Background: an optimization exercise with open tools, aiming at small area, a short achievable clock period and few clock cycles. Do not read the settings as production practice.
Function was checked by simulation only, so behaviour that the tests miss may differ from the original.
Power figures rest on the tool's default switching activity, not on a simulated workload.

==> inputs of v14 <==
Design mmrc_mix, start of the top module:
module mmrc_mix (
    input  wire        clk,
    input  wire        rst,           
    input  wire        cmd_valid,
    output wire        cmd_ready,
    input  wire [31:0] cmd_word,
    output wire        resp_valid,
    output wire [31:0] resp_word
);
clock: 16.0 ns
lec_check: 0
abc_area: 1
cap_margin: 20
core_margin: 2
core_utilization: 58
place_density: 0.7
slew_margin: 20
tns_end_percent: 0
standard.sh (not shown) runs the stock make flow with config.mk's settings and CLKGATE_MAP_FILE= SYNTH_SCRIPT=/design/flow/synth_recipe.tcl, a recipe that flattens the netlist after the stock synthesis.
==> flow/flow/run.sh <==
#!/bin/bash
# The standard layout (standard synthesis, floorplan, placement, CTS, routing),
# run by the standard.sh. The floorplan step's timing repair (gate sizing,
# buffer removal, pin swaps on the synthesised netlist) is asked to leave a
# setup margin of 10.5 ns, and the repair after CTS and global routing a margin
# of 9.0 ns, so the netlist is sized for a shorter achieved period than the
# clock's. The clock period and the constraints are the design's. Each
# standard.sh call's output is in its own log; ORFS keeps each step's log
# under orfs/logs.
set -euo pipefail
bash standard.sh SETUP_SLACK_MARGIN=10.5 synth floorplan > standard_floorplan.log 2>&1
bash standard.sh SETUP_SLACK_MARGIN=9.0 finish > standard.log 2>&1
==> inputs of v22, as changes to v14 <==
- TNS_END_PERCENT: 0 -> default
==> inputs of v17, as changes to v14 <==
- CORE_UTILIZATION: 58 -> 64
- PLACE_DENSITY: 0.7 -> 0.75
==> run summary <==
|  | v17 | v14 | v22 |
|---|---|---|---|
| Startpoint of the lowest-slack hold path | v0[3] | v0[11] | v0[4] |
| Final routed wirelength across all metal layers | 202000 um | 205000 um | 204000 um |
| Static Leak | 24.1 nW | 24.2 nW | 24.4 nW |
| Number of core rows | 103 | 109 | 109 |
| Critical Path Source | pend | aq[3] | aq[3] |
| Maximum frequency from static timing analysis | 0.136 GHz | 0.137 GHz | 0.139 GHz |
| Status | timing/DRC/antenna clean | timing/DRC/antenna clean | timing/DRC/antenna clean |
| Slowest cell delay on critical path | 0.53 ns | 0.56 ns | 0.40 ns |
| Vias in the first global route | 46000 | 44700 | 44500 |
| Post-route non-filler standard cell count | 7579 | 7709 | 7766 |
| Post-place instance area | 0.0528 mm^2 | 0.0529 mm^2 | 0.0531 mm^2 |
| Arrival time of data at the critical path endpoint | 4.14 ns | 4.11 ns | 4.00 ns |
| Detailed placement HPWL | 151000 um | 154000 um | 152000 um |
| Initial Utilization | 64.8% | 58.3% | 58.3% |
| Share of the final layout cell area in sequential cells | 29.5% | 29.3% | 28.9% |
| Overall die area | 0.0824 mm^2 | 0.0908 mm^2 | 0.0908 mm^2 |
| Setup Buffers After CTS | 29 | 35 | 79 |
| Multi-input gate share of the layout cell area | 53.5% | 53.1% | 53.0% |
Testbench counts of v14, summed over its fixed seeds: cycles 18,407.
Testbench counts of v22, summed over its fixed seeds: cycles 18,407.
Testbench counts of v17, summed over its fixed seeds: cycles 18,407.

* * *

==> 07-13: inputs <==
Starting RTL as in the previous note.
==> flow/config.mk <==
export PLATFORM = sky130hd
export DESIGN_NAME = mmrc_mix
export DESIGN_NICKNAME = mmrc_mix
export VERILOG_FILES = /design/flow/design.v
export SDC_FILE = /design/flow/constraint.sdc
export NUM_CORES = 4
export LEC_CHECK = 0
export ABC_AREA = 1
export CAP_MARGIN = 20
export CORE_MARGIN = 2
export CORE_UTILIZATION = 58
export PLACE_DENSITY = 0.7
export SLEW_MARGIN = 20
export TNS_END_PERCENT = 20
==> flow/constraint.sdc <==
create_clock -name core_clock -period 16.0 [get_ports {clk}]
set_input_delay 3.2000 -clock core_clock [delete_from_list [all_inputs] [get_ports {clk}]]
set_output_delay 3.2000 -clock core_clock [all_outputs]
set_load 0.01 [all_outputs]
Scripts as last shown in full above: flow/flow/run.sh
==> 10-22: changes against 07-13 <==
--- a/flow/flow/run.sh
+++ b/flow/flow/run.sh
@@ -5,3 +5,3 @@
 # setup margin of 10.5 ns, and the repair after CTS and global routing a margin
-# of 9.0 ns, so the netlist is sized for a shorter achieved period than the
+# of 9.5 ns, so the netlist is sized for a shorter achieved period than the
 # clock's. The clock period and the constraints are the design's. Each
@@ -11,2 +11,2 @@
 bash standard.sh SETUP_SLACK_MARGIN=10.5 synth floorplan > standard_floorplan.log 2>&1
-bash standard.sh SETUP_SLACK_MARGIN=9.0 finish > standard.log 2>&1
+bash standard.sh SETUP_SLACK_MARGIN=9.5 finish > standard.log 2>&1
Settings changed: TNS_END_PERCENT 20 to 0.
==> 05-23: changes against 07-13 <==
--- a/flow/flow/run.sh
+++ b/flow/flow/run.sh
@@ -5,3 +5,3 @@
 # setup margin of 10.5 ns, and the repair after CTS and global routing a margin
-# of 9.0 ns, so the netlist is sized for a shorter achieved period than the
+# of 8.5 ns, so the netlist is sized for a shorter achieved period than the
 # clock's. The clock period and the constraints are the design's. Each
@@ -11,2 +11,2 @@
 bash standard.sh SETUP_SLACK_MARGIN=10.5 synth floorplan > standard_floorplan.log 2>&1
-bash standard.sh SETUP_SLACK_MARGIN=9.0 finish > standard.log 2>&1
+bash standard.sh SETUP_SLACK_MARGIN=8.5 finish > standard.log 2>&1
Settings changed: TNS_END_PERCENT 20 to default.
==> notes <==
- 10-22 produced a clean layout. 07-13 finished clean. 05-23 completed without violations.
- In sequential power, 10-22 and 05-23 hardly differ.
- In 05-23 the cell count is smaller than in 10-22, by 0.66%.
- Critical path depth, highest first: 10-22, 07-13, 05-23.
- The highest wire length belongs to 10-22, the lowest to 05-23.
- Of 10-22 and 07-13, 10-22 has the higher count of clock-buffer cells in the layout (gap 2).
- Sequential share of layout area: 05-23 > 10-22 > 07-13.
- Against 05-23, the worst hold slack of 07-13 is worse by 2.9 ps.
- Against 05-23, the non-clock buffer count of 07-13 is higher by 51.
- Power, highest first: 10-22, 05-23, 07-13.
Testbench counts of 07-13, summed over its fixed seeds: cycles 18,407.
Testbench counts of 10-22, summed over its fixed seeds: cycles 18,407.
Testbench counts of 05-23, summed over its fixed seeds: cycles 18,407.

==> port drivers added, routing unchanged <==
Ports are ideal in the flow. The routed layouts listed here were re-timed in OpenROAD.
Step 1 sets driving cells, clkbuf_16 on the clock port and buf_2 on the other inputs (assumed; they add their load-dependent delay and slew).
Step 2 also shifts input and output timing later by t, the mid clock arrival at the registers, as if the neighbouring blocks saw the same clock.
Slacks: no drivers / after step 1 / after step 2; pairs: no drivers / after step 1.
run | shift t [ns] | slack for setup (ns) | clock arrival spread, ns | slew at the worst register clock pin (ns)
v14 | 0.734 | 8.688 / 8.614 / 8.260 | 0.050 / 0.051 | 0.07 / 0.07
v22 | 0.739 | 8.795 / 8.721 / 8.435 | 0.038 / 0.038 | 0.07 / 0.07
v17 | 0.717 | 8.662 / 8.592 / 8.212 | 0.056 / 0.056 | 0.07 / 0.07
07-13 | 0.718 | 8.637 / 8.569 / 8.176 | 0.029 / 0.029 | 0.07 / 0.07
10-22 | 0.736 | 8.785 / 8.707 / 8.202 | 0.053 / 0.053 | 0.07 / 0.07
05-23 | 0.738 | 8.479 / 8.404 / 8.078 | 0.041 / 0.040 | 0.07 / 0.07
After both steps every run listed still meets setup and hold. The setup slack of 10-22, which loses most, moves by -0.078 ns with the drivers and by -0.583 ns with both steps.
